What follows belongs to an exercise in optimizing a design on an open flow for small area, a short achievable clock period and few clock cycles per item; a production flow would make more cautious choices. Where RTL was checked, it was by simulation tests only, not by an equivalence proof against the original. No functional check of the RTL was part of runs 2 to 6.

### flow/constraint.sdc
create_clock -name core_clock -period 11.0 [get_ports {clk}]
set_input_delay 2.2000 -clock core_clock [delete_from_list [all_inputs] [get_ports {clk}]]
set_output_delay 2.2000 -clock core_clock [all_outputs]
set_load 0.01 [all_outputs]
### flow/design.v
module isg_qmod_unit (
    input  wire        clk,
    input  wire        rst,         
    input  wire        start,       
    input  wire        op,          
    input  wire        variant,     
    input  wire        bit_in,      
    input  wire [31:0] coef_in,     
    input  wire [31:0] qstep,       
    output wire        ready,
    output reg         done,        
    output reg  [63:0] coef_out,    
    output reg         bit_out      
);
    localparam [1:0] S_IDLE = 2'd0,
                     S_DIV  = 2'd1,
                     S_FIX  = 2'd2,
                     S_MUL  = 2'd3;
    localparam integer NW = 34;     
    reg  [1:0]     state;
    reg  [5:0]     count;
    reg            op_r;
    reg            bit_r;
    reg            neg_r;           
    reg  [31:0]    q_r;             
    reg  [32:0]    d_r;             
    reg  [NW-1:0]  quo;             
    reg  [NW-1:0]  rem;             
    reg  signed [35:0] k_r;         
    wire [31:0]        q_eff   = variant ? 32'h0001_0000 : qstep;
    wire signed [35:0] c_ext   = {{4{coef_in[31]}}, coef_in};
    wire signed [35:0] num     = op ? ((c_ext <<< 1) + $signed({4'd0, q_eff}))
                                    : c_ext;
    wire [35:0]        num_mag = num[35] ? -num : num;
    wire [NW:0]  rem_sh = {rem, quo[NW-1]};
    wire [NW:0]  trial  = rem_sh - {2'b00, d_r};
    wire         fits   = ~trial[NW];
    wire               delta = bit_r ^ k_r[0];
    wire signed [36:0] k_mod = k_r + $signed({36'd0, delta});
    wire signed [69:0] prod  = $signed({1'b0, q_r}) * k_mod;
    assign ready = (state == S_IDLE);
    always @(posedge clk) begin
        if (rst) begin
            state <= S_IDLE;
            done  <= 1'b0;
        end else begin
            done <= 1'b0;
            case (state)
                S_IDLE: begin
                    if (start) begin
                        op_r  <= op;
                        bit_r <= bit_in;
                        neg_r <= num[35];
                        q_r   <= q_eff;
                        d_r   <= op ? {q_eff, 1'b0} : {1'b0, q_eff};
                        quo   <= num_mag[NW-1:0];
                        rem   <= {NW{1'b0}};
                        count <= NW[5:0];
                        state <= S_DIV;
                    end
                end
                S_DIV: begin
                    if (fits)
                        rem <= trial[NW-1:0];
                    else
                        rem <= rem_sh[NW-1:0];
                    quo   <= {quo[NW-2:0], fits};
                    count <= count - 6'd1;
                    if (count == 6'd1)
                        state <= S_FIX;
                end
                S_FIX: begin
                    if (neg_r)
                        k_r <= (rem != {NW{1'b0}}) ? -$signed({2'b00, quo}) - 36'sd1
                                                   : -$signed({2'b00, quo});
                    else
                        k_r <= $signed({2'b00, quo});
                    state <= S_MUL;
                end
                S_MUL: begin
                    if (op_r)
                        bit_out  <= k_r[0];
                    else
                        coef_out <= prod[63:0];
                    done  <= 1'b1;
                    state <= S_IDLE;
                end
                default: state <= S_IDLE;
            endcase
        end
    end
endmodule
### flow/config.mk
export PLATFORM = sky130hd
export DESIGN_NAME = isg_qmod_unit
export DESIGN_NICKNAME = isg_qmod_unit
export VERILOG_FILES = /design/flow/design.v
export SDC_FILE = /design/flow/constraint.sdc
export NUM_CORES = 4
export LEC_CHECK = 0
export CAP_MARGIN = 20
export CORE_MARGIN = 2
export CORE_UTILIZATION = 40
export PLACE_DENSITY = 0.6
export SLEW_MARGIN = 20
### flow/run.sh
#!/bin/bash
# synth_recipe.tcl (not shown) runs the flow's synth.tcl, then flattens the netlist and writes it again
# the make line also repeats each setting of config.mk as NAME=value (left out here)
make -C /OpenROAD-flow-scripts/flow DESIGN_CONFIG=/design/flow/config.mk WORK_HOME=/design/flow/orfs CLKGATE_MAP_FILE= SYNTH_SCRIPT=/design/flow/synth_recipe.tcl finish
==> metrics.yaml, run 1 <==
clocking:
  cts_tree: "yes"
  clockBufferDepth: 3
  clk_transition_reported_paths_ns: 0.06
  htreeDepth: 2
  root_buffer: "clkbuf_16"
  cts_hold_buf: 0
  cts_num_sinks: 246
  clk_latency_ns: 0.64
  cts_made_buffers: 36
setup_path:
  crit_fanout: 26
  reg2reg_slack_ns: 0.44
  timing.critical_path.from_type: "flip-flop"
  critPathRequiredTime_ns: 11.34
  crit_path_frequent_cell: "fa_1"
  arrival_ns: 10.90
  reg2regPathDepth: 30
  worstSetupPathType: "reg2reg"
  cp-end-kind: "flip-flop"
  r2r-start: "k_r[0]$_DFFE_PP_"
  r2r_end: "coef_out[62]$_DFFE_PP_"
  max_stage_delay_ns: 0.70
  cp_slowest_cell: "or4_1"
sta:
  final-setup-viol-count: 0
  hold_viol: 0
  rsz0062_at_grt: "no"
  layout_min_cycle_time_ns: 10.56
  fin_crit_sh_pct: 95.96
  clock_skew_ns: 0.06269
  worst_pin_slew_ns: 1.250
  whs_ns: 0.5629
  drv_slew: 0
  fmax_ghz: 0.09474
  slew_headroom_pct: 16.47
hold_path:
  hold_end: "state[1]$_SDFFE_PP0P_"
  holdCritStartpoint: "state[1]$_SDFFE_PP0P_"
  worstHoldPathType: "reg2reg"
  whs_path_depth: 2
layout:
  num-fill-cells: 13726
  layout-drive-gt1-share_pct: 4.884
  synthToLayoutAreaGrowth_pct: 8.684
  diodes: 0
  nNetsFinal: 7448
  utilization_pct: 43.65
drt:
  via_per_inst: 5.157
  drt-total-wl_um: 155200
  drtPass1Iterations: 5
  avgRoutedWirePerCell_um: 19.73
  drt_iter0_markers: 2636
  dr_total_vias: 40577
  drc: 0
  ant_nets: 0
run_status:
  outcome: "no timing/DRC/antenna violations"
place:
  hpwl_um: 124500
  portBuffers: 136
  gp_congestion: 0.9089
synth:
  ys_warn_count: 1
  syn_area_per_cell_um2: 9.443
  synthTopCellsByArea: "fa_1, edfxtp_1, and2_1"
  yosysSeqAreaShare_pct: 13.00
  synth_edf_count: 243
  yosysTopAreaCellShare_pct: 41.15
  synth_nets: 7488
  synthFlopType: "edfxtp_1"
  yosysTopAreaCell: "fa_1"
  postSynth.asyncResetShare_pct: 0
  ys_ff_latch: 246
  post-synth-top-count-cell: "inv_1"
  synth_cell_types: 99
  yosys-top-cells-count: "inv_1, fa_1, and2_1, nand2_1, clkbuf_1"
  synth_area_um2: 56580
  synth_cells: 5992
global_routing:
  grt_max_degree: 71
  antenna_found_initial: 6
  grt.total_usage_pct: 22.06
  grt_overflow: 0
  grt_pass1_vias: 43417
  grt_first_pass_wirelength_um: 250700
floorplan:
  dieWidth_um: 380.1
  pin_count: 137
  initial_core_util_pct: 40.16
  die_area_um2: 144500
  core_um2: 140900
  die_h_um: 380.1
  fp-row-count: 138
job:
  drv_cap: 0
==> cell families after synthesis <==
group | count (synthesis) | synth area share (%)
and+or+nand+nor | 1897 | 18.05
buffers and inverters | 1514 | 10.07
adders and majority gates | 1427 | 46.98
AOI/OAI and AO/OA | 639 | 7.485
DFF | 246 | 13.00
xor gates and xnor gates | 221 | 3.494
muxes | 48 | 0.9221
==> state kept, by name, indices dropped and copies added, names as in the netlist <==
signal,flops
bit_out,1
bit_r,1
coef_out,64
count,6
d_r,33
done,1
k_r,36
neg_r,1
op_r,1
q_r,32
quo,34
rem,34
state,2
==> metrics by stage <==
stage               area [um^2]  std cells  TNS [ns]  worst slack, ns
floorplan                 56580       5992         0            1.583
global placement          60200       7802  -0.04049         -0.04049
detailed placement        60210       7804         0           0.2245
CTS                       61460       7869         0           0.1452
global route              61500       7869         0         0.003431
finish                    61500       7869         0           0.4444
==> cells in the final DEF (no fill, tap or decap), types with 63 or more instances in the layout <==
cell type and n:
inv_1 1198, fa_1 1163, and2_1 783, nand2_1 517
ha_1 262, edfxtp_1 243, a21oi_1 163, o21ai_0 147
nor2_1 139, clkdlybuf4s50_1 135, xnor2_1 133, buf_4 100
nor2b_1 99, nand3_1 92, a21o_1 63
==> routing by layer <==
layer  global-route usage [%]  routed length, um
met1                    31.29              70710
met5                        0                 10
met2                    35.66              71170
met4                    6.276               4676
met3                    2.589               8673
==> cell type report <==
cell class	instances	area [um^2]	share of cell area (%)
inverter	1198	4497	7.312
sequential	246	7357	11.96
clock buffer	42	923.4	1.502
timing repair buffer	238	2132	3.467
multi-input combinational	4232	43900	71.39
tap	1890	2365	3.845
clock inverter	23	322.8	0.5249
==> worst max path at each step <==
stage	from	to	slack [ns]	cells past startpoint
after CTS	k_r[0]$_DFFE_PP_	coef_out[62]$_DFFE_PP_	0.15	30
after detailed placement	k_r[0]$_DFFE_PP_	coef_out[62]$_DFFE_PP_	0.22	30
after floorplan	bit_r$_DFFE_PP_	coef_out[63]$_DFFE_PP_	1.58	33
after global routing	k_r[0]$_DFFE_PP_	coef_out[62]$_DFFE_PP_	0.003	30
after global placement	k_r[0]$_DFFE_PP_	coef_out[57]$_DFFE_PP_	-0.04	33
final	k_r[0]$_DFFE_PP_	coef_out[62]$_DFFE_PP_	0.44	30
==> critical path, delay by kind of cell (launching register included) <==
| kind | cells | cell delay (ns) |
|---|---|---|
| buf+inv | 3 | 0.54 |
| simple gates | 5 | 1.34 |
| fa+ha+maj | 11 | 4.82 |
| compound gates | 9 | 2.69 |
| xor+xnor | 2 | 0.43 |
| flops | 1 | 0.44 |
==> what timing repair did <==
item | in CTS | in global routing
resized for setup | 0 | 5
endpoints found under the setup margin | 0 | 7
buffers inserted | 0 | 0
Testbench counts, summed over its fixed seeds: cycles 148,008, items 4,000.
==> run 2, diff against run 1 <==
==> flow/design.v (replaced) <==
module isg_qmod_unit (
    input  wire        clk,
    input  wire        rst,         
    input  wire        start,       
    input  wire        op,          
    input  wire        variant,     
    input  wire        bit_in,      
    input  wire [31:0] coef_in,     
    input  wire [31:0] qstep,       
    output wire        ready,
    output reg         done,        
    output wire [63:0] coef_out,    
    output reg         bit_out      
);
    wire [31:0] q_in = variant ? 32'h0001_0000 : qstep;
    wire        s_in = coef_in[31];
    wire [30:0] m_in = coef_in[30:0] ^ {31{s_in}};
    wire [31:0] M_in = op ? {m_in, s_in} : {1'b0, m_in};
    reg [5:0] blm, blq;
    integer i;
    always @* begin
        blm = 6'd0;
        blq = 6'd0;
        for (i = 0; i < 32; i = i + 1) begin
            if (M_in[i]) blm = i + 1;
            if (q_in[i]) blq = i + 1;
        end
    end
    wire [5:0] dbl  = blm - blq;
    wire [4:0] sh_in = (blm <= blq) ? 5'd0 : (dbl[5] ? 5'd31 : dbl[4:0]);
    wire [31:0] d_in = q_in << sh_in;
    reg        v;           
    reg        first;       
    reg [4:0]  cnt;         
    reg        bitr, sr;
    reg        qprev;       
    reg [31:0] remr;        
    reg [31:0] dr;          
    reg [33:0] acc;         
    wire last = (cnt == 5'd0);
    assign ready = ~v | last;
    wire [32:0] t  = {1'b0, remr} - {1'b0, dr};
    wire        qb = ~t[32];
    wire [33:0] a    = first ? 34'd0 : acc;
    wire [33:0] dsel = (last & ~bitr) ? {1'b0, dr, 1'b0} : {2'b00, dr};
    wire [33:0] sum  = a + (dsel ^ {34{sr}}) + {33'd0, sr};
    wire        take = qb | (last & bitr);
    always @(posedge clk) begin
        acc     <= take ? sum : a;
        bit_out <= (~first & qprev) ^ qb;
        qprev   <= qb;
        if (ready) begin
            remr <= M_in;
            dr   <= d_in;
            bitr <= bit_in;
            sr   <= s_in;
            cnt  <= sh_in;
        end else begin
            remr <= qb ? t[31:0] : remr;
            dr   <= {1'b0, dr[31:1]};
            cnt  <= cnt - 5'd1;
        end
        if (rst) begin
            v     <= 1'b0;
            done  <= 1'b0;
            first <= 1'b0;
        end else begin
            done  <= v & last;
            first <= ready & start;
            if (ready)
                v <= start;
        end
    end
    assign coef_out = {{30{acc[33]}}, acc};
endmodule
==> run 2 against run 1 <==
  * Flip-flop and latch count shrank 136
  * Final cell count down 75%
  * Setup slack improved by 2.2 ns
==> metrics.yaml, run 2 <==
sta:
  layout_min_cycle_time_ns: 8.361
  worst_pin_slew_ns: 1.035
  finalSetupTns_ns: 0
  clock_skew_ns: 0.01387
  final-setup-viol-count: 0
  fin_crit_sh_pct: 76.01
  fmax_ghz: 0.1196
  rsz0062_at_grt: "no"
  hold_viol: 0
  drv_slew: 0
  slew_headroom_pct: 30.52
drt:
  avgRoutedWirePerCell_um: 18.79
  via_per_inst: 5.885
  ant_nets: 0
  dr_total_vias: 11593
  drt-total-wl_um: 37020
  drt_iter0_markers: 1037
  drtPass1Iterations: 6
  drc: 0
synth:
  synth_area_um2: 12080
  post-synth-top-count-cell: "nand2_1"
  synthFlopType: "dfxtp_1"
  synth_cell_types: 96
  postSynth.asyncResetShare_pct: 0
  ys_warn_count: 1
  synth_edf_count: 34
  yosys-top-cells-count: "nand2_1, a21oi_1, o21ai_0, nor2_1, xnor2_1"
  yosysTopAreaCellShare_pct: 12.60
  synth_cells: 1521
  syn_area_per_cell_um2: 7.941
  yosysTopAreaCell: "dfxtp_1"
  ys_ff_latch: 110
  yosysSeqAreaShare_pct: 21.05
  synthTopCellsByArea: "dfxtp_1, edfxtp_1, mux2i_1"
  synth_nets: 1665
clocking:
  cts_made_buffers: 9
  htreeDepth: 3
  clk_latency_ns: 0.37
  clk_transition_reported_paths_ns: 0.08
  post_cts_resized: 0
  cts_num_sinks: 110
  clockBufferDepth: 2
  cts_tree: "yes"
  cts_hold_buf: 0
  post_cts.repair.setup_buffers: 0
  root_buffer: "clkbuf_16"
global_routing:
  grt_overflow: 0
  grt.total_usage_pct: 22.91
  grt_max_degree: 76
  grt_pass1_vias: 10739
  grt_first_pass_wirelength_um: 57870
  antenna_found_initial: 0
setup_path:
  max_stage_delay_ns: 0.96
  worstPathCellList: "buf_2 > buf_4 > nand2_1 > mux2i_1 > a21boi_0 > o31a_1 > o31ai_1 > a21oi_1 > o31ai_1 > nand2_1 > a311oi_1 > ha_1 > nor2b_1 > o211ai_1 > o211ai_1 > o21ai_1 > nor2_1 > a222oi_1 > mux2i_1 > a221o_1"
  cp-end-kind: "flip-flop"
  crit_fanout: 66
  worstSetupPathType: "in2reg"
  reg2reg_slack_ns: 5.95
  reg2regPathDepth: 17
  cp_slowest_cell: "o21ai_1"
  timing.critical_path.from_type: "input pin"
  cp_num_buf_inv: 2
  arrival_ns: 8.62
  r2r_end: "acc[22]$_DFF_P_"
  critPathTopFamily: "compound AO/OA/AOI/OAI gates"
  critPathRequiredTime_ns: 11.26
  r2r-start: "cnt[0]$_DFF_P_"
hold_path:
  whs_path_depth: 1
  worstHoldPathType: "reg2reg"
  hold_end: "cnt[0]$_DFF_P_"
  holdCritStartpoint: "cnt[0]$_DFF_P_"
place:
  portBuffers: 136
  gp_congestion: 0.9565
  dpl.cell_count: 1953
  hpwl_um: 28700
layout:
  num-fill-cells: 2942
  top_register: "acc"
  largest_reg_flops: 34
  reg.largest.list: "acc x34, dr x32, remr x32"
  synthToLayoutAreaGrowth_pct: 13.86
  layout.cells.most_common: "clkdlybuf4s50_1"
  layout_common_cells: "clkdlybuf4s50_1, nand2_1, a21oi_1"
  diodes: 0
  nNetsFinal: 1719
  layout-drive-gt1-share_pct: 5.506
  final_cells: 1970
floorplan:
  pin_count: 137
  die_h_um: 177.8
  initial_core_util_pct: 40.64
  die_area_um2: 31600
  core_um2: 29720
  dieWidth_um: 177.8
  fp-row-count: 63
job:
  drv_cap: 0
run_status:
  outcome: "no timing/DRC/antenna violations"
-- run 2: cell count changes after synthesis, sizes merged, moves of 61 or more --
| cell | delta |
|---|---|
| xnor2 | -61 |
| mux2i | +77 |
| fa | -1160 |
| inv | -1125 |
| and2 | -775 |
| nand2 | -396 |
| dfxtp | +73 |
| clkbuf | -249 |
| edfxtp | -209 |
| ha | -192 |
| nand3 | -68 |
-- run 2: worst max path at each step --
stage,cells after the start,from,slack (ns),to
2_1_floorplan,22,op,4.32,dr[28]$_DFF_P_
5_1_grt,20,coef_in[31],2.01,dr[30]$_DFF_P_
3_5_place_dp,20,coef_in[31],2.34,dr[30]$_DFF_P_
3_3_place_gp,20,coef_in[31],2.60,dr[30]$_DFF_P_
4_1_cts,20,coef_in[31],2.72,dr[30]$_DFF_P_
6_report,20,coef_in[31],2.64,dr[30]$_DFF_P_
-- run 2: final cells by class --
cell class                      count  area (um^2)  share of cell area (%)
Inverter                           73        274.0                   1.993
Multi-Input combinational cell   1235         8716                   63.38
Sequential cell                   110         2542                   18.49
Clock buffer                       11        232.7                   1.692
Timing Repair Buffer              146         1439                   10.46
Tap cell                          390        488.0                   3.548
Clock inverter                      5        60.06                  0.4367
-- run 2: through the flow --
| stage | utilization, % | setup WS, ns | hold WS (ns) | area, um^2 |
|---|---|---|---|---|
| CTS | 46.21 | 2.723 | 0.5027 | 13730 |
| global route | 46.28 | 2.007 | 0.5300 | 13750 |
| floorplan | - | 4.318 | 0.4396 | 12080 |
| finish | 46.28 | 2.639 | 0.4967 | 13750 |
| global placement | 45.22 | 2.598 | 0.4809 | 13440 |
| detailed placement | 45.22 | 2.344 | 0.4898 | 13440 |
-- run 2: layer usage --
metal | track usage [%] | vias to the layer above | part of all wire [%] | wire length (um)
li1 | - | 5668 | - | -
met1 | 32.98 | 5403 | 48 | 17750
met2 | 35.79 | 461 | 44 | 16260
met3 | 2.399 | 61 | 5.7 | 2110
met4 | 7.070 | 0 | 2.4 | 898
met5 | 0 | - | 0 | 0
-- run 2: logic make-up after synthesis --
| family | after synthesis | synth area share, % |
|---|---|---|
| AO/OA/AOI/OAI | 476 | 26.98 |
| adder cells (fa/ha/maj) | 74 | 7.852 |
| multiplexers | 119 | 10.17 |
| XOR/XNOR | 124 | 8.992 |
| AND/OR/NAND/NOR | 442 | 18.09 |
| flip-flops | 110 | 21.05 |
| buffers and inverters | 176 | 6.868 |
==> run 3, diff against run 2 <==
--- a/flow/config.mk
+++ b/flow/config.mk
@@ -5,8 +5,10 @@
 export SDC_FILE = /design/flow/constraint.sdc
 export NUM_CORES = 4
 export LEC_CHECK = 0
+export ABC_CLOCK_PERIOD_IN_PS = 5000
 export CAP_MARGIN = 20
 export CORE_MARGIN = 2
 export CORE_UTILIZATION = 40
 export PLACE_DENSITY = 0.6
+export SETUP_SLACK_MARGIN = 5
 export SLEW_MARGIN = 20
==> run 3 against run 2 <==
  * Still clean on timing, DRC and antenna
  * Count of clock-buffer cells in the layout shrank 1
  * Synthesized area is the same
  * Critical path depth grew 7
  * Final cell count grew 6.2%
  * Via count grew 6.3%
  * Non-clock buffer count grew 119
  * First-iteration DRC count shrank 1.3%
  * Worst hold slack lost 0.012 ns
  * Register-to-register slack lost 0.35 ns
  * Setup slack gained 1.7 ns
  * Critical endpoint is now dr[29]$_DFF_P_
==> metrics.yaml, run 3 <==
drt:
  drt_iter0_markers: 1024
  avgRoutedWirePerCell_um: 19.44
  drt-total-wl_um: 40700
  via_per_inst: 5.886
  drc: 0
  dr_total_vias: 12320
  ant_nets: 0
  drtPass1Iterations: 8
sta:
  whs_ns: 0.4843
  drv_slew: 0
  final-setup-viol-count: 0
  clock_skew_ns: 0.008736
  fmax_ghz: 0.1510
  worst_pin_slew_ns: 1.067
  finalSetupTns_ns: 0
  slew_headroom_pct: 28.68
  rsz0062_at_grt: "yes"
  fin_crit_sh_pct: 60.22
  hold_viol: 0
  layout_min_cycle_time_ns: 6.624
layout:
  layout-drive-gt1-share_pct: 20.14
  largest_reg_flops: 34
  top_register: "acc"
  nNetsFinal: 1842
  synthToLayoutAreaGrowth_pct: 31.43
  layout.cells.most_common: "clkdlybuf4s50_1"
  diodes: 0
  num-fill-cells: 2772
  reg.largest.list: "acc x34, dr x32, remr x32"
  layout_common_cells: "clkdlybuf4s50_1, nand2_1, a21oi_1"
synth:
  yosys-top-cells-count: "nand2_1, a21oi_1, o21ai_0, nor2_1, xnor2_1"
  synth_area_um2: 12080
  yosysTopAreaCell: "dfxtp_1"
  synthFlopType: "dfxtp_1"
  synth_nets: 1665
  synthTopCellsByArea: "dfxtp_1, edfxtp_1, mux2i_1"
  ys_warn_count: 1
  yosysSeqAreaShare_pct: 21.05
  postSynth.asyncResetShare_pct: 0
  syn_area_per_cell_um2: 7.941
  synth_edf_count: 34
  post-synth-top-count-cell: "nand2_1"
  synth_cell_types: 96
  synth_cells: 1521
  yosysTopAreaCellShare_pct: 12.60
  ys_ff_latch: 110
clocking:
  clk_latency_ns: 0.36
  root_buffer: "clkbuf_16"
  clk_transition_reported_paths_ns: 0.07
  cts_tree: "yes"
  cts_made_buffers: 9
  cts_num_sinks: 110
  htreeDepth: 3
  clockBufferDepth: 2
hold_path:
  hold_end: "cnt[4]$_DFF_P_"
  worstHoldPathType: "reg2reg"
  whs_path_depth: 2
  holdCritStartpoint: "cnt[4]$_DFF_P_"
place:
  portBuffers: 136
  gp_congestion: 0.9450
  hpwl_um: 29350
setup_path:
  critPathRequiredTime_ns: 11.24
  cp-end-kind: "flip-flop"
  worstSetupPathType: "in2reg"
  crit_fanout: 6
  arrival_ns: 6.87
  r2r_end: "acc[28]$_DFF_P_"
  reg2reg_slack_ns: 5.60
  timing.critical_path.from_type: "input pin"
  reg2regPathDepth: 16
  r2r-start: "cnt[0]$_DFF_P_"
global_routing:
  grt_overflow: 0
  grt_pass1_vias: 11504
  grt_first_pass_wirelength_um: 62990
  grt.total_usage_pct: 25.12
  grt_max_degree: 79
  antenna_found_initial: 0
floorplan:
  initial_core_util_pct: 40.64
  pin_count: 137
  die_h_um: 177.8
  die_area_um2: 31600
  dieWidth_um: 177.8
  fp-row-count: 63
  core_um2: 29720
job:
  drv_cap: 0
run_status:
  outcome: "no timing/DRC/antenna violations"
run 3: cell count changes in the layout (fill, tap and decap cells not counted), moves of 10 or more:
cell	delta
buf_4	+87
buf_6	+22
clkdlybuf4s50_1	-21
mux2i_1	-21
o21ai_0	-15
mux2i_4	+11
a21oi_2	+10
mux2i_2	+10
run 3: cell families (layout without fill, tap and decap cells):
family	count (synthesis)	in the layout	share of synthesized area, %
AOI/OAI and AO/OA	476	479	26.98
and+or+nand+nor	442	443	18.09
buffers and inverters	176	354	6.868
xor gates and xnor gates	124	124	8.992
muxes	119	119	10.17
DFF	110	110	21.05
adders and majority gates	74	74	7.852
run 3: critical path, stage by stage:
cell	delay [ns]
buf_8	0.11
buf_12	0.12
buf_4	0.13
nand2_1	0.09
mux2i_2	0.10
buf_4	0.14
buf_4	0.13
buf_4	0.13
buf_4	0.12
buf_4	0.12
buf_4	0.13
a21oi_2	0.19
o21ai_0	0.11
a21oi_1	0.19
nor2_1	0.07
nor2_1	0.11
ha_1	0.32
o21a_2	0.30
o211a_4	0.18
a2111oi_4	0.43
nor2_2	0.11
buf_6	0.16
or3_1	0.32
o2111a_1	0.16
a211oi_2	0.31
mux2i_1	0.15
o221a_1	0.22
run 3: per-stage QoR:
| stage | util (%) | area, um^2 | cells | setup slack [ns] |
|---|---|---|---|---|
| after floorplan | - | 12290 | 1521 | 4.593 |
| after global routing | 53.42 | 15870 | 2093 | 4.184 |
| after global placement | 45.72 | 13590 | 1955 | 2.935 |
| after CTS | 51.90 | 15420 | 2071 | 4.441 |
| final | 53.42 | 15870 | 2093 | 4.376 |
| after detailed placement | 45.72 | 13590 | 1955 | 2.748 |
run 3: area by class of cell:
cell class | instances | area [um^2] | area share, %
well taps | 390 | 488.0 | 3.074
inverters | 73 | 279.0 | 1.758
clock buffers | 10 | 229.0 | 1.442
clock inverters | 6 | 58.81 | 0.3705
multi-input cells | 1239 | 9681 | 60.98
flip-flops and latches | 110 | 2542 | 16.02
repair buffers | 265 | 2596 | 16.36
run 3: what timing repair did:
item,4_1_cts,5_1_grt
hold buffers,0,0
gates resized for setup,182,69
cloned,8,1
hold endpoints to repair,0,0
setup buffers,92,21
endpoints found under the setup margin,37,35
pin swaps,68,38
run 3: how the worst max path moves through the flow:
stage	startpoint	endpoint	slack, ns	depth (start not counted)
6_report	coef_in[31]	dr[29]$_DFF_P_	4.38	27
3_3_place_gp	op	dr[28]$_DFF_P_	2.93	19
3_5_place_dp	op	dr[28]$_DFF_P_	2.75	19
2_1_floorplan	coef_in[31]	dr[30]$_DFF_P_	4.59	21
4_1_cts	coef_in[31]	dr[29]$_DFF_P_	4.44	22
5_1_grt	coef_in[31]	dr[26]$_DFF_P_	4.18	25
run 3: per-layer routing:
layer  up-vias  wire [um]  GRT usage, %  part of all wire (%)
met2       540      18360         39.31                    45
li1       5914          -             -                     -
met1      5763      18220         35.01                    45
met3       103       2814         3.920                   6.9
met4         0       1299         8.572                   3.2
met5         -          0             0                     0
==> run 4, diff against run 3 <==
--- a/flow/design.v
+++ b/flow/design.v
@@ -16,19 +16,11 @@
     wire        s_in = coef_in[31];
     wire [30:0] m_in = coef_in[30:0] ^ {31{s_in}};
     wire [31:0] M_in = op ? {m_in, s_in} : {1'b0, m_in};
-    reg [5:0] blm, blq;
-    integer i;
-    always @* begin
-        blm = 6'd0;
-        blq = 6'd0;
-        for (i = 0; i < 32; i = i + 1) begin
-            if (M_in[i]) blm = i + 1;
-            if (q_in[i]) blq = i + 1;
-        end
-    end
-    wire [5:0] dbl  = blm - blq;
-    wire [4:0] sh_in = (blm <= blq) ? 5'd0 : (dbl[5] ? 5'd31 : dbl[4:0]);
-    wire [31:0] d_in = q_in << sh_in;
+    wire [4:0] im, iq;
+    msb32 u_msbm (.x(M_in), .idx(im));
+    msb32 u_msbq (.x(q_in), .idx(iq));
+    wire [5:0] dbl   = {1'b0, im} - {1'b0, iq};
+    wire [4:0] sh_in = dbl[5] ? 5'd0 : dbl[4:0];
     reg        v;           
     reg        first;       
     reg [4:0]  cnt;         
@@ -36,13 +28,15 @@
     reg        qprev;       
     reg [31:0] remr;        
     reg [31:0] dr;          
+    reg [4:0]  shr;         
     reg [33:0] acc;         
     wire last = (cnt == 5'd0);
     assign ready = ~v | last;
-    wire [32:0] t  = {1'b0, remr} - {1'b0, dr};
+    wire [31:0] d  = dr << (first ? shr : 5'd0);
+    wire [32:0] t  = {1'b0, remr} - {1'b0, d};
     wire        qb = ~t[32];
     wire [33:0] a    = first ? 34'd0 : acc;
-    wire [33:0] dsel = (last & ~bitr) ? {1'b0, dr, 1'b0} : {2'b00, dr};
+    wire [33:0] dsel = (last & ~bitr) ? {1'b0, d, 1'b0} : {2'b00, d};
     wire [33:0] sum  = a + (dsel ^ {34{sr}}) + {33'd0, sr};
     wire        take = qb | (last & bitr);
     always @(posedge clk) begin
@@ -51,13 +45,14 @@
         qprev   <= qb;
         if (ready) begin
             remr <= M_in;
-            dr   <= d_in;
+            dr   <= q_in;
+            shr  <= sh_in;
             bitr <= bit_in;
             sr   <= s_in;
             cnt  <= sh_in;
         end else begin
             remr <= qb ? t[31:0] : remr;
-            dr   <= {1'b0, dr[31:1]};
+            dr   <= {1'b0, d[31:1]};
             cnt  <= cnt - 5'd1;
         end
         if (rst) begin
@@ -73,3 +68,17 @@
     end
     assign coef_out = {{30{acc[33]}}, acc};
 endmodule
+module msb32 (
+    input  wire [31:0] x,
+    output wire [4:0]  idx
+);
+    wire [15:0] x1 = idx[4] ? x[31:16] : x[15:0];
+    wire [7:0]  x2 = idx[3] ? x1[15:8] : x1[7:0];
+    wire [3:0]  x3 = idx[2] ? x2[7:4]  : x2[3:0];
+    wire [1:0]  x4 = idx[1] ? x3[3:2]  : x3[1:0];
+    assign idx[4] = |x[31:16];
+    assign idx[3] = |x1[15:8];
+    assign idx[2] = |x2[7:4];
+    assign idx[1] = |x3[3:2];
+    assign idx[0] = x4[1];
+endmodule
==> run 4 against run 3 <==
  * Global-route usage decreased by 1.9 points
  * Critical endpoint is now cnt[4]$_DFF_P_
  * Final cell count decreased by 6.2%
  * Synthesized cell count down 3.9%
  * Highest routed layer unchanged
  * Still clean
  * Critical path type unchanged
  * Worst hold slack worse by 0.0058 ns
  * Register-to-register slack got worse by 0.18 ns
  * Synthesized area down 3.1%
  * Core utilization down 2.8 points
  * Wire length is 9.3% lower
==> metrics.yaml, run 4 <==
floorplan:
  dieWidth_um: 175.1
  pin_count: 137
  fp-row-count: 62
  die_area_um2: 30650
  core_um2: 28780
  initial_core_util_pct: 40.68
  die_h_um: 175.1
global_routing:
  antenna_found_initial: 0
  grt_pass1_vias: 10141
  grt_max_degree: 96
  grt_overflow: 0
  grt.total_usage_pct: 23.19
  grt_first_pass_wirelength_um: 55790
sta:
  worst_pin_slew_ns: 0.9995
  layout_min_cycle_time_ns: 6.021
  hold_viol: 0
  rsz0062_at_grt: "yes"
  clock_skew_ns: 0.01079
  slew_headroom_pct: 33.06
  fmax_ghz: 0.1661
  finalSetupTns_ns: 0
  whs_ns: 0.4785
  drv_slew: 0
  fin_crit_sh_pct: 54.73
  final-setup-viol-count: 0
synth:
  synth_cells: 1462
  ys_warn_count: 1
  synthFlopType: "dfxtp_1"
  synthTopCellsByArea: "dfxtp_1, mux2i_1, edfxtp_1"
  yosys-top-cells-count: "mux2i_1, nand2_1, o21ai_0, a21oi_1, nor2_1"
  synth_edf_count: 39
  yosysTopAreaCellShare_pct: 13.00
  synth_area_um2: 11710
  synth_nets: 1605
  yosysSeqAreaShare_pct: 23.00
  ys_ff_latch: 115
  post-synth-top-count-cell: "mux2i_1"
  yosysTopAreaCell: "dfxtp_1"
  syn_area_per_cell_um2: 8.008
  synth_cell_types: 82
  postSynth.asyncResetShare_pct: 0
clocking:
  clk_transition_reported_paths_ns: 0.07
  cts_made_buffers: 17
  cts_num_sinks: 115
  root_buffer: "clkbuf_16"
  htreeDepth: 4
  clockBufferDepth: 2
  cts_tree: "yes"
  clk_latency_ns: 0.43
drt:
  avgRoutedWirePerCell_um: 18.80
  drc: 0
  ant_nets: 0
  drt-total-wl_um: 36900
  drt_iter0_markers: 1012
  dr_total_vias: 11143
  drtPass1Iterations: 5
  via_per_inst: 5.677
layout:
  layout_common_cells: "nand2_1, mux2i_1, a21oi_1, o21ai_0, clkdlybuf4s50_1"
  layout-drive-gt1-share_pct: 12.35
  largest_reg_flops: 34
  synthToLayoutAreaGrowth_pct: 24.43
  reg.largest.list: "acc x34, dr x32, remr x32"
  layout.cells.most_common: "nand2_1"
  top_register: "acc"
  num-fill-cells: 2699
  final_area_um2: 14570
  nNetsFinal: 1709
  diodes: 0
  final_cells: 1963
setup_path:
  crit_fanout: 7
  timing.critical_path.from_type: "input pin"
  worstPathCellList: "buf_8 > buf_12 > buf_8 > buf_4 > buf_4 > mux2i_1 > mux2i_1 > o21ai_1 > o31ai_2 > nand2b_1 > nand3_2 > nand2b_4 > a211oi_1 > o21ai_0 > o211ai_1 > o21ai_2 > ha_2 > inv_2 > ha_4 > nand2_2 > o31ai_4 > or3_4 > a221o_1 > mux2_4"
  worstSetupPathType: "in2reg"
  max_stage_delay_ns: 0.39
  critPathRequiredTime_ns: 11.32
  cp_slowest_cell: "or3_4"
  cp-end-kind: "flip-flop"
  arrival_ns: 6.34
run_status:
  outcome: "no timing/DRC/antenna violations"
place:
  gp_congestion: 0.9411
  portBuffers: 136
  postPlaceCellArea_um2: 13130
  hpwl_um: 27280
  dpl.cell_count: 1890
job:
  drv_cap: 0
hold_path:
  worstHoldPathType: "reg2reg"
-- run 4: through the flow --
stage | setup WS (ns) | util (%)
2_1_floorplan | 4.893 | -
3_3_place_gp | 3.923 | 45.61
3_5_place_dp | 3.801 | 45.64
4_1_cts | 5.001 | 48.69
5_1_grt | 4.830 | 50.62
6_report | 4.979 | 50.62
-- run 4: cells by family after synthesis --
logic type / after synthesis / synth area share, %
flip-flops: 115 / 23.00
adder cells (fa/ha/maj): 73 / 7.930
AND/OR/NAND/NOR: 455 / 19.17
multiplexers: 156 / 13.70
buffers and inverters: 151 / 6.241
XOR/XNOR: 124 / 9.277
AO/OA/AOI/OAI: 388 / 20.68
-- run 4: cell type report --
type                    count  area (um^2)  share of cell area (%)
multi-input cells        1196         8672                   59.53
well taps                 384        480.5                   3.298
repair buffers            190         1943                   13.34
clock inverters            14        150.1                   1.031
clock buffers              18        450.4                   3.092
flip-flops and latches    115         2696                   18.51
inverters                  46        175.2                   1.202
-- run 4: path summary, 6_finish.rpt --
kind | startpoint | to | slack [ns] | cells after the start
setup / recovery | op | cnt[4]$_DFF_P_ | 4.98 | 24
hold / removal | v$_SDFFE_PP0N_ | done$_SDFF_PP0_ | 0.48 | 1
setup reg to reg | shr[0]$_DFFE_PN_ | acc[30]$_DFF_P_ | 5.42 | 19
hold reg to reg | v$_SDFFE_PP0N_ | done$_SDFF_PP0_ | 0.48 | 1
-- run 4: timing repair --
item / CTS / global route
cloned: 1 / 3
setup endpoints to repair: 76 / 71
gates resized for setup: 52 / 83
buffers inserted: 12 / 25
hold buffers: 0 / 0
pin swaps: 8 / 17
-- run 4: critical path, delay by kind of cell --
kind            cells  cell delay [ns]
compound gates      8             1.46
mux                 3             0.77
simple gates        5             0.89
fa+ha+maj           2             0.36
buf+inv             6             0.66
-- run 4: metal layers --
layer,vias up,part of all wire [%],global-route usage [%],wire length (um)
li1,5476,-,-,-
met1,5188,45,31.29,16690
met2,411,45,36.86,16540
met3,68,6.6,4.308,2438
met4,0,3.3,8.576,1226
met5,-,0,0,0
==> run 5, diff against run 4 <==
--- a/flow/config.mk
+++ b/flow/config.mk
@@ -5,7 +5,7 @@
 export SDC_FILE = /design/flow/constraint.sdc
 export NUM_CORES = 4
 export LEC_CHECK = 0
-export ABC_CLOCK_PERIOD_IN_PS = 5000
+export ABC_AREA = 1
 export CAP_MARGIN = 20
 export CORE_MARGIN = 2
 export CORE_UTILIZATION = 40
==> run 5 against run 4 <==
  * Fmax grew 9.7%
  * Sequential share of layout area increased by 0.78 points
  * First-iteration DRC count grew 4.3%
  * Clock skew shrank 0.00056 ns
  * Die area is 1.5% higher
  * Still clean
  * Core utilization shrank 3.3 points
  * Final cell count is 22% higher
  * Critical path type unchanged
==> metrics.yaml, run 5 <==
layout:
  layout-drive-gt1-share_pct: 5.381
  layout_common_cells: "nand2_1, o21ai_0, inv_1"
  layout.cells.most_common: "nand2_1"
  reg.largest.list: "acc x34, dr x32, remr x32"
  synthToLayoutAreaGrowth_pct: 17.41
  ff_latch_area_um2: 2693
  diodes: 0
  largest_reg_flops: 34
  nNetsFinal: 2137
  multiInputGateArea_um2: 7729
  num-fill-cells: 3128
  top_register: "acc"
floorplan:
  core_um2: 29480
  die_area_um2: 31120
  fp-row-count: 63
  die_h_um: 176.4
  initial_core_util_pct: 40.33
  pin_count: 137
  dieWidth_um: 176.4
clocking:
  cts_num_sinks: 115
  clk_latency_ns: 0.43
  clk_transition_reported_paths_ns: 0.06
  cts_tree: "yes"
  cts_made_buffers: 17
  htreeDepth: 4
  root_buffer: "clkbuf_16"
  clockBufferDepth: 2
  cts_hold_buf: 0
setup_path:
  worstSetupPathType: "in2reg"
  crit_fanout: 24
  max_stage_delay_ns: 0.44
  cp_slowest_cell: "dlymetal6s2s_1"
  crit_path_frequent_cell: "nand2_1"
  critPathRequiredTime_ns: 11.18
  timing.critical_path.from_type: "input pin"
  worstPathCellList: "dlymetal6s2s_1 > inv_4 > nand2_1 > nand4_1 > nor2_1 > nand2_2 > inv_2 > a21boi_0 > nand2_1 > nor2_2 > nand3_1 > nand2_1 > nor2_1 > nand2_1 > inv_1 > a21oi_1 > o21bai_1 > ha_1 > inv_1 > ha_1 > inv_1 > nand2_1 > xor2_1 > nor2_1"
  arrival_ns: 5.67
  cp-end-kind: "flip-flop"
synth:
  yosys-top-cells-count: "nand2_1, o21ai_0, inv_1, nor2_1, nand3_1"
  synth_edf_count: 39
  synth_cell_types: 50
  synth_area_um2: 11890
  syn_area_per_cell_um2: 6.166
  synthFlopType: "dfxtp_1"
  post-synth-top-count-cell: "nand2_1"
  synth_cells: 1928
  ys_warn_count: 1
  yosysTopAreaCellShare_pct: 17.27
  yosysSeqAreaShare_pct: 22.65
  ys_ff_latch: 115
  synthTopCellsByArea: "nand2_1, dfxtp_1, o21ai_0"
  synth_nets: 2071
  yosysTopAreaCell: "nand2_1"
  postSynth.asyncResetShare_pct: 0
sta:
  layout_min_cycle_time_ns: 5.490
  final-setup-viol-count: 0
  finalSetupTns_ns: 0
  whs_ns: 0.4642
  fin_crit_sh_pct: 49.91
  drv_slew: 0
  fmax_ghz: 0.1821
  slew_headroom_pct: 35.52
  clock_skew_ns: 0.01023
  hold_viol: 0
  worst_pin_slew_ns: 0.9613
  rsz0062_at_grt: "no"
global_routing:
  grt_max_degree: 70
  antenna_found_initial: 0
  grt.total_usage_pct: 25.28
  grt_pass1_vias: 11389
  grt_first_pass_wirelength_um: 61170
  grt_overflow: 0
run_status:
  outcome: "no timing/DRC/antenna violations"
drt:
  drt-total-wl_um: 39840
  drt_iter0_markers: 1056
  via_per_inst: 5.201
  ant_nets: 0
  dr_total_vias: 12467
  avgRoutedWirePerCell_um: 16.62
  drc: 0
  drtPass1Iterations: 5
place:
  gp_congestion: 0.9679
  portBuffers: 136
  hpwl_um: 31290
job:
  drv_cap: 0
hold_path:
  worstHoldPathType: "reg2reg"
[run 5: cell types whose count changed after synthesis, moves of 13 or more]
cell      before  now
o21ai_0      115  239
xnor2_1       71   37
nor2_1        95  143
a211oi_1      24    2
nor2b_1       47    0
and3_1        19    0
mux2i_1      136   11
nand2_1      135  547
a21o_1        28    4
nand2b_1      18    0
mux2_2        17    0
inv_1         45  230
and2_1        15    2
nand3_1       57  120
[run 5: repair_timing]
action / 4_1_cts / 5_1_grt
gates resized for setup: 5 / 17
endpoints found under the setup margin: 19 / 24
pin swaps: 0 / 0
buffers inserted: 0 / 1
gates cloned: 0 / 1
[run 5: layout make-up]
| class | instances | share of cell area [%] |
|---|---|---|
| multi-input cells | 1462 | 55.37 |
| repair inverters | 1 | 0.03586 |
| clock inverters | 10 | 0.9143 |
| inverters | 244 | 6.669 |
| clock buffers | 22 | 3.478 |
| repair buffers | 153 | 10.75 |
| well taps | 390 | 3.496 |
| flip-flops and latches | 115 | 19.29 |
[run 5: through the flow]
| step | setup slack [ns] | area, um^2 | instances | util [%] |
|---|---|---|---|---|
| after floorplan | 5.976 | 11890 | 1928 | - |
| after global placement | 4.044 | 13300 | 2363 | 45.11 |
| after detailed placement | 3.923 | 13300 | 2363 | 45.11 |
| after CTS | 5.007 | 13910 | 2395 | 47.20 |
| after global routing | 5.010 | 13960 | 2397 | 47.35 |
| final | 5.510 | 13960 | 2397 | 47.35 |
[run 5: worst max-delay path: cells and delay by family]
kind / cells / cell delay, ns
buf+inv: 6 / 1.08
simple gates: 12 / 1.33
compound gates: 3 / 0.45
fa+ha+maj: 2 / 0.38
xor+xnor: 1 / 0.20
[run 5: final timing paths]
path,to,from,cells past startpoint,slack (ns)
hold reg to reg,done$_SDFF_PP0_,v$_SDFFE_PP0N_,2,0.46
setup reg to reg,acc[28]$_DFF_P_,first$_SDFF_PP0_,33,5.55
setup / recovery,shr[2]$_DFFE_PN_,variant,24,5.51
hold / removal,done$_SDFF_PP0_,v$_SDFFE_PP0N_,2,0.46
[run 5: layer usage]
metal	part of all wire (%)	GRT usage [%]	wire length, um	vias to the layer above
met4	3.0	9.125	1194	0
met2	46	42.58	18490	420
li1	-	-	-	6363
met1	45	32.63	17820	5616
met5	0	0	0	-
met3	5.8	4.070	2327	68
[run 5: logic make-up (layout without fill, tap and decap cells)]
| kind of cell | after synthesis | in the layout | share of synthesized area, % |
|---|---|---|---|
| xor gates and xnor gates | 101 | 101 | 7.441 |
| and+or+nand+nor | 872 | 872 | 30.35 |
| AOI/OAI and AO/OA | 405 | 405 | 18.27 |
| muxes | 11 | 11 | 0.9262 |
| buffers and inverters | 351 | 430 | 12.56 |
| DFF | 115 | 115 | 22.65 |
| adders and majority gates | 73 | 73 | 7.809 |
==> run 6, diff against run 5 <==
--- a/flow/design.v
+++ b/flow/design.v
@@ -15,45 +15,49 @@
     wire [31:0] q_in = variant ? 32'h0001_0000 : qstep;
     wire        s_in = coef_in[31];
     wire [30:0] m_in = coef_in[30:0] ^ {31{s_in}};
-    wire [31:0] M_in = op ? {m_in, s_in} : {1'b0, m_in};
+    wire [31:0] M_in = {m_in, s_in};
     wire [4:0] im, iq;
     msb32 u_msbm (.x(M_in), .idx(im));
     msb32 u_msbq (.x(q_in), .idx(iq));
-    wire [5:0] dbl   = {1'b0, im} - {1'b0, iq};
-    wire [4:0] sh_in = dbl[5] ? 5'd0 : dbl[4:0];
+    wire [5:0]  dbl   = {1'b0, im} + {1'b1, ~iq} + {5'd0, op};    
+    wire [3:0]  c_in  = dbl[5] ? 4'd0 : dbl[4:1];      
+    wire [32:0] d_in  = {1'b0, q_in} << {c_in, ~op};
     reg        v;           
     reg        first;       
-    reg [4:0]  cnt;         
+    reg [3:0]  cnt;         
     reg        bitr, sr;
-    reg        qprev;       
     reg [31:0] remr;        
-    reg [31:0] dr;          
-    reg [4:0]  shr;         
+    reg [32:0] dr;          
     reg [33:0] acc;         
-    wire last = (cnt == 5'd0);
+    wire last = (cnt == 4'd0);
     assign ready = ~v | last;
-    wire [31:0] d  = dr << (first ? shr : 5'd0);
-    wire [32:0] t  = {1'b0, remr} - {1'b0, d};
-    wire        qb = ~t[32];
+    wire [34:0] t1 = {3'b000, remr} - {1'b0, dr, 1'b0};
+    wire        q1 = ~t1[34];
+    wire [31:0] r1 = q1 ? t1[31:0] : remr;
+    wire [33:0] t2 = {2'b00, r1} - {1'b0, dr};
+    wire        q2 = ~t2[33];
+    wire [31:0] r2 = q2 ? t2[31:0] : r1;
+    wire [33:0] S    = {34{sr}};
     wire [33:0] a    = first ? 34'd0 : acc;
-    wire [33:0] dsel = (last & ~bitr) ? {1'b0, d, 1'b0} : {2'b00, d};
-    wire [33:0] sum  = a + (dsel ^ {34{sr}}) + {33'd0, sr};
-    wire        take = qb | (last & bitr);
+    wire [33:0] sum1 = a + ({1'b0, dr} ^ S) + {33'd0, sr};
+    wire [33:0] p1   = q1 ? sum1 : a;
+    wire        lb0  = last & ~bitr;
+    wire [33:0] b2   = lb0 ? {1'b0, dr} : {2'b00, dr[32:1]};
+    wire [33:0] sum2 = p1 + (b2 ^ S) + {33'd0, sr};
+    wire        take = q2 | (last & bitr);
     always @(posedge clk) begin
-        acc     <= take ? sum : a;
-        bit_out <= (~first & qprev) ^ qb;
-        qprev   <= qb;
+        acc     <= take ? sum2 : p1;
+        bit_out <= q1 ^ q2;
         if (ready) begin
             remr <= M_in;
-            dr   <= q_in;
-            shr  <= sh_in;
+            dr   <= d_in;
             bitr <= bit_in;
             sr   <= s_in;
-            cnt  <= sh_in;
+            cnt  <= c_in;
         end else begin
-            remr <= qb ? t[31:0] : remr;
-            dr   <= {1'b0, d[31:1]};
-            cnt  <= cnt - 5'd1;
+            remr <= r2;
+            dr   <= {2'b00, dr[32:2]};
+            cnt  <= cnt - 4'd1;
         end
         if (rst) begin
             v     <= 1'b0;
==> run 6 against run 5 <==
  * Non-clock buffer count up 103
  * Critical path depth grew 1
  * Setup slack worse by 0.57 ns
  * Core utilization rose by 3.4 points
  * Critical path type unchanged
==> metrics.yaml, run 6 <==
drt:
  drt_iter0_markers: 1122
  drtPass1Iterations: 5
  avgRoutedWirePerCell_um: 18.28
  drt-total-wl_um: 58430
  via_per_inst: 5.356
  drc: 0
  ant_nets: 0
  dr_total_vias: 17118
synth:
  postSynth.asyncResetShare_pct: 0
  yosysSeqAreaShare_pct: 14.40
  yosysTopAreaCellShare_pct: 16.07
  synth_nets: 2731
  yosysTopAreaCell: "nand2_1"
  ys_ff_latch: 109
  post-synth-top-count-cell: "nand2_1"
  yosys-top-cells-count: "nand2_1, inv_1, nor2_1, o21ai_0, a21oi_1"
  synthTopCellsByArea: "nand2_1, dfxtp_1, ha_1"
  synth_edf_count: 3
  synth_area_um2: 15370
  ys_warn_count: 1
  syn_area_per_cell_um2: 6.088
  synthFlopType: "dfxtp_1"
  synth_cells: 2524
  synth_cell_types: 63
setup_path:
  cp-end-kind: "flip-flop"
  crit_fanout: 7
  worstSetupPathType: "in2reg"
  critPathRequiredTime_ns: 11.25
  arrival_ns: 6.32
  timing.critical_path.from_type: "input pin"
floorplan:
  die_area_um2: 40000
  core_um2: 37760
  die_h_um: 200.0
  fp-row-count: 71
  pin_count: 137
  initial_core_util_pct: 40.70
  dieWidth_um: 200.0
hold_path:
  worstHoldPathType: "reg2reg"
job:
  drv_cap: 0
sta:
  whs_ns: 0.4733
  drv_slew: 0
  fmax_ghz: 0.1650
  slew_headroom_pct: 37.36
  rsz0062_at_grt: "yes"
  clock_skew_ns: 0.01124
  layout_min_cycle_time_ns: 6.061
  final-setup-viol-count: 0
  hold_viol: 0
  fin_crit_sh_pct: 55.10
  finalSetupTns_ns: 0
  worst_pin_slew_ns: 0.9385
place:
  postPlaceCellArea_um2: 16870
  hpwl_um: 46310
  portBuffers: 136
  gp_congestion: 0.9362
layout:
  reg.largest.list: "acc x34, dr x33, remr x32"
  synthToLayoutAreaGrowth_pct: 24.78
  layout.cells.most_common: "nand2_1"
  layout_common_cells: "nand2_1, inv_1, nor2_1"
  largest_reg_flops: 34
  diodes: 0
  layout-drive-gt1-share_pct: 13.74
  final_area_um2: 19170
  top_register: "acc"
  nNetsFinal: 2887
clocking:
  cts_num_sinks: 109
  cts_made_buffers: 9
  htreeDepth: 3
  root_buffer: "clkbuf_16"
  clk_latency_ns: 0.39
  clk_transition_reported_paths_ns: 0.07
  clockBufferDepth: 2
  cts_tree: "yes"
global_routing:
  grt_max_degree: 67
  grt_first_pass_wirelength_um: 89820
  grt_pass1_vias: 16045
  grt.total_usage_pct: 29.08
  antenna_found_initial: 0
  grt_overflow: 0
run_status:
  outcome: "no timing/DRC/antenna violations"
-- run 6: path summary, 6_finish.rpt --
kind                       start                to  slack, ns  depth (start not counted)
setup reg to reg   dr[0]$_DFF_P_  remr[12]$_DFF_P_       5.37                         30
setup / recovery     coef_in[27]    dr[27]$_DFF_P_       4.94                         25
hold / removal    v$_SDFFE_PP0N_   done$_SDFF_PP0_       0.47                          2
hold reg to reg   v$_SDFFE_PP0N_   done$_SDFF_PP0_       0.47                          2
-- run 6: area by class of cell --
class                           count  area (um^2)
Tap cell                          511        639.4
Timing Repair inverter              2        15.01
Inverter                          297         1192
Fill cell                        3878        18580
Clock buffer                       13        250.2
Timing Repair Buffer              256         2471
Sequential cell                   109         2215
Clock inverter                      3        21.27
Multi-Input combinational cell   2005        12370
-- run 6: per-layer routing --
metal / vias to the layer above / part of all wire [%] / GRT usage [%]
met3: 93 / 5.1 / 2.823
li1: 8635 / - / -
met5: - / 0 / 0
met4: 0 / 3.0 / 9.191
met1: 7852 / 46 / 39.21
met2: 538 / 46 / 48.87
-- run 6: worst max-delay path, cell delays in order --
cell           delay (ns)
dlygate4sd2_1        0.26
xnor2_2              0.17
nand3_2              0.11
nor2_4               0.05
nand2_4              0.12
inv_8                0.06
a21oi_4              0.16
nand2_2              0.08
nor3_4               0.21
nand2_4              0.14
a21oi_2              0.14
nor2_2               0.07
buf_4                0.13
a31oi_1              0.13
o21bai_1             0.09
ha_1                 0.32
a21oi_4              0.18
fa_1                 0.45
nor2_4               0.24
buf_12               0.15
buf_16               0.12
mux2i_4              0.28
mux2i_4              0.12
o21ai_4              0.23
o221ai_2             0.11
-- run 6: stage by stage --
stage	setup slack (ns)	instances	util (%)
final	4.939	3196	50.78
after global placement	3.260	3067	44.68
after global routing	4.737	3196	50.78
after detailed placement	3.142	3067	44.68
after floorplan	4.953	2524	-
after CTS	5.001	3168	49.01
-- run 6: cell families (layout without fill, tap and decap cells) --
family	count (synthesis)	count (layout)	share of synthesized area (%)
simple gates	1046	1048	27.85
xor+xnor	200	200	11.77
fa+ha+maj	137	137	11.40
buf+inv	412	571	11.22
compound gates	611	611	22.77
flops	109	109	14.40
mux	9	9	0.5944
-- run 6: timing repair --
item,in CTS,in global routing
resized for setup,227,145
setup buffers,76,26
endpoints found under the setup margin,103,91
gates cloned,9,2
hold buffers,0,0
pin swaps,71,76
==> run 7, diff against run 6 <==
--- a/flow/design.v
+++ b/flow/design.v
@@ -15,34 +15,34 @@
     wire [31:0] q_in = variant ? 32'h0001_0000 : qstep;
     wire        s_in = coef_in[31];
     wire [30:0] m_in = coef_in[30:0] ^ {31{s_in}};
-    wire [31:0] M_in = {m_in, s_in};
+    wire [31:0] M_in = op ? {m_in, s_in} : {1'b0, m_in};
     wire [4:0] im, iq;
     msb32 u_msbm (.x(M_in), .idx(im));
     msb32 u_msbq (.x(q_in), .idx(iq));
-    wire [5:0]  dbl   = {1'b0, im} + {1'b1, ~iq} + {5'd0, op};    
+    wire [5:0]  dbl   = {1'b0, im} - {1'b0, iq};
     wire [3:0]  c_in  = dbl[5] ? 4'd0 : dbl[4:1];      
-    wire [32:0] d_in  = {1'b0, q_in} << {c_in, ~op};
+    wire [31:0] d_in  = q_in << {c_in, 1'b0};
     reg        v;           
     reg        first;       
     reg [3:0]  cnt;         
     reg        bitr, sr;
     reg [31:0] remr;        
-    reg [32:0] dr;          
+    reg [31:0] dr;          
     reg [33:0] acc;         
     wire last = (cnt == 4'd0);
     assign ready = ~v | last;
-    wire [34:0] t1 = {3'b000, remr} - {1'b0, dr, 1'b0};
-    wire        q1 = ~t1[34];
+    wire [33:0] t1 = {2'b00, remr} - {1'b0, dr, 1'b0};
+    wire        q1 = ~t1[33];
     wire [31:0] r1 = q1 ? t1[31:0] : remr;
-    wire [33:0] t2 = {2'b00, r1} - {1'b0, dr};
-    wire        q2 = ~t2[33];
+    wire [32:0] t2 = {1'b0, r1} - {1'b0, dr};
+    wire        q2 = ~t2[32];
     wire [31:0] r2 = q2 ? t2[31:0] : r1;
     wire [33:0] S    = {34{sr}};
     wire [33:0] a    = first ? 34'd0 : acc;
-    wire [33:0] sum1 = a + ({1'b0, dr} ^ S) + {33'd0, sr};
+    wire [33:0] sum1 = a + ({1'b0, dr, 1'b0} ^ S) + {33'd0, sr};
     wire [33:0] p1   = q1 ? sum1 : a;
     wire        lb0  = last & ~bitr;
-    wire [33:0] b2   = lb0 ? {1'b0, dr} : {2'b00, dr[32:1]};
+    wire [33:0] b2   = lb0 ? {1'b0, dr, 1'b0} : {2'b00, dr};
     wire [33:0] sum2 = p1 + (b2 ^ S) + {33'd0, sr};
     wire        take = q2 | (last & bitr);
     always @(posedge clk) begin
@@ -56,7 +56,7 @@
             cnt  <= c_in;
         end else begin
             remr <= r2;
-            dr   <= {2'b00, dr[32:2]};
+            dr   <= {2'b00, dr[31:2]};
             cnt  <= cnt - 4'd1;
         end
         if (rst) begin
--- a/flow/config.mk
+++ b/flow/config.mk
@@ -10,5 +10,5 @@
 export CORE_MARGIN = 2
 export CORE_UTILIZATION = 40
 export PLACE_DENSITY = 0.6
-export SETUP_SLACK_MARGIN = 5
+export SETUP_SLACK_MARGIN = 4
 export SLEW_MARGIN = 20
==> run 7 against run 6 <==
  * Critical path depth up 3
  * Wire length decreased by 10%
  * Critical path type unchanged
  * Final area shrank 11%
  * Synthesized cell count fell by 2.8%
  * Flip-flop and latch count down 1
  * Sequential share of layout area increased by 1.4 points
  * Worst hold slack gained 0.096 ns
==> metrics.yaml, run 7 <==
place:
  postPlaceCellArea_um2: 16280
  hpwl_um: 41440
  portBuffers: 136
  dpl.cell_count: 2947
  gp_congestion: 0.9526
  pre_cts_ws_ns: 2.372
layout:
  layout_common_cells: "nand2_1, nand3_1, inv_1"
  reg.largest.list: "acc x34, dr x32, remr x32"
  final_cells: 2987
  synthToLayoutAreaGrowth_pct: 14.13
  final_area_um2: 16970
  diodes: 0
  layout-drive-gt1-share_pct: 4.089
  top_register: "acc"
  layout.cells.most_common: "nand2_1"
  nNetsFinal: 2722
  largest_reg_flops: 34
floorplan:
  initial_core_util_pct: 40.61
  dieWidth_um: 196.8
  pin_count: 137
  fp-row-count: 70
  die_h_um: 196.8
  core_um2: 36610
  die_area_um2: 38730
sta:
  drv_slew: 0
  whs_ns: 0.5696
  fin_crit_sh_pct: 60.68
  rsz0062_at_grt: "no"
  clock_skew_ns: 0.01655
  hold_viol: 0
  layout_min_cycle_time_ns: 6.675
  worst_pin_slew_ns: 0.8476
  finalSetupTns_ns: 0
  slew_headroom_pct: 43.41
  fin_ws_ns: 4.325
  final-setup-viol-count: 0
  fmax_ghz: 0.1498
synth:
  synth_edf_count: 3
  ys_ff_latch: 108
  post-synth-top-count-cell: "nand2_1"
  yosys-top-cells-count: "nand2_1, nand3_1, inv_1, o21ai_0, nor2_1"
  ys_warn_count: 1
  yosysSeqAreaShare_pct: 14.74
  synthFlopType: "dfxtp_1"
  postSynth.asyncResetShare_pct: 0
  synth_cells: 2454
  synth_nets: 2662
  synth_area_um2: 14870
  synth_cell_types: 54
  syn_area_per_cell_um2: 6.059
  yosysTopAreaCell: "nand2_1"
  yosysTopAreaCellShare_pct: 15.75
  synthTopCellsByArea: "nand2_1, dfxtp_1, ha_1"
clocking:
  clk_transition_reported_paths_ns: 0.08
  root_buffer: "clkbuf_16"
  cts_num_sinks: 108
  cts_made_buffers: 9
  clockBufferDepth: 2
  cts_tree: "yes"
  clk_latency_ns: 0.39
  htreeDepth: 3
global_routing:
  grt_max_degree: 64
  grt.total_usage_pct: 26.51
  grt_overflow: 0
  grt_pass1_vias: 15249
  antenna_found_initial: 0
  grt_first_pass_wirelength_um: 81080
setup_path:
  crit_fanout: 34
  worstSetupPathType: "in2reg"
  critPathRequiredTime_ns: 11.32
  cp-end-kind: "flip-flop"
  timing.critical_path.from_type: "input pin"
  arrival_ns: 7.00
drt:
  drc: 0
  dr_total_vias: 16357
  drtPass1Iterations: 9
  avgRoutedWirePerCell_um: 17.57
  via_per_inst: 5.476
  ant_nets: 0
  drt-total-wl_um: 52500
  drt_iter0_markers: 1643
run_status:
  outcome: "no timing/DRC/antenna violations"
job:
  drv_cap: 0
hold_path:
  worstHoldPathType: "reg2reg"
==> run 7: cell families after synthesis <==
kind of cell | share of synthesized area, %
AO/OA/AOI/OAI | 18.60
XOR/XNOR | 11.49
adder cells (fa/ha/maj) | 11.82
buffers and inverters | 10.62
flip-flops | 14.74
multiplexers | 0.1347
AND/OR/NAND/NOR | 32.60
==> run 7: through the flow <==
step           util (%)
2_1_floorplan         -
3_3_place_gp      44.47
3_5_place_dp      44.47
4_1_cts           45.70
5_1_grt           46.35
6_report          46.35
==> run 7: cell type report <==
| type | count | area [um^2] |
|---|---|---|
| Fill cell | 3955 | 19640 |
| Multi-Input combinational cell | 1978 | 11260 |
| Sequential cell | 108 | 2193 |
| Timing Repair Buffer | 163 | 1632 |
| Inverter | 248 | 959.7 |
| Tap cell | 468 | 585.6 |
| Clock buffer | 10 | 250.2 |
| Clock inverter | 6 | 51.30 |
| Timing Repair inverter | 6 | 38.79 |
==> run 7: path summary, 6_finish.rpt <==
check	from	end	slack (ns)	cells past startpoint
hold reg to reg	cnt[2]$_DFF_P_	cnt[2]$_DFF_P_	0.57	3
setup / recovery	coef_in[31]	dr[25]$_DFF_P_	4.33	28
setup reg to reg	dr[0]$_DFF_P_	remr[0]$_DFFE_PP_	4.64	35
hold / removal	cnt[2]$_DFF_P_	cnt[2]$_DFF_P_	0.57	3
==> run 7: worst max-delay path, cell delays in order <==
cell	delay (ns)
clkdlybuf4s50_1	0.51
buf_12	0.22
inv_4	0.12
nand2_1	0.10
nand3_1	0.08
nand2_1	0.19
nand3_1	0.15
nor2_4	0.24
nand2_4	0.15
nand2_1	0.14
nand2_1	0.08
nand2_1	0.11
nor2_4	0.07
nand3_1	0.08
nand2_1	0.10
nor2_4	0.17
a21boi_4	0.24
nand2_1	0.07
nand2_1	0.13
inv_1	0.08
fa_2	0.66
clkinvlp_4	0.25
buf_4	0.26
nand3_1	0.15
nand3_1	0.12
nand3_1	0.12
nand3_1	0.10
nand3_1	0.09
==> run 7: what timing repair did <==
item	4_1_cts	5_1_grt
setup endpoints to repair	74	101
hold buffers	0	0
pin swaps	0	5
resized for setup	20	35
setup buffers	8	6
gates cloned	3	6
==> run 7: layer usage <==
| layer | wire length, um | global-route usage (%) | vias up | part of all wire [%] |
|---|---|---|---|---|
| li1 | - | - | 8292 | - |
| met1 | 23640 | 36.49 | 7308 | 45 |
| met2 | 22740 | 42.18 | 666 | 43 |
| met3 | 4251 | 3.439 | 91 | 8.1 |
| met4 | 1861 | 9.969 | 0 | 3.5 |
| met5 | 0 | 0 | - | 0 |
Testbench counts of run 7, summed over its fixed seeds: cycles 6,723, items 4,000.

[port drivers added, routing unchanged]
The flow's constraints put no driver on any port. The routed layouts listed below were extracted and timed again, unchanged, in two steps.
Step 1: set_driving_cell puts a clkbuf_16 on clk and a buf_2 on each other input, an assumption about the parent block.
Step 2 adds t to the input delays and takes it off the output delays; t is the mean of the earliest and latest rising clock arrival at the registers after step 1. Input paths then give back, and output paths get back, about the clock's delay inside the block.
Slacks: no drivers / after step 1 / after step 2; pairs: no drivers / after step 1.
run | shift t [ns] | slack for setup (ns) | hold slack, ns
run 1 | 0.696 | 0.444 / 0.444 / 0.444 | 0.563 / 0.563 / 0.563
run 2 | 0.413 | 2.639 / 2.666 / 2.253 | 0.497 / 0.497 / 0.497
run 3 | 0.397 | 4.376 / 4.295 / 3.898 | 0.484 / 0.484 / 0.484
run 4 | 0.474 | 4.979 / 4.996 / 4.521 | 0.478 / 0.478 / 0.478
run 5 | 0.479 | 5.510 / 5.530 / 5.051 | 0.464 / 0.464 / 0.464
run 6 | 0.436 | 4.939 / 4.833 / 4.396 | 0.473 / 0.473 / 0.473
run 7 | 0.430 | 4.325 / 4.351 / 3.921 | 0.570 / 0.570 / 0.570
After both steps every run listed still meets setup and hold. The setup slack of run 6, which loses most, moves by -0.106 ns with the drivers and by -0.543 ns with both steps.
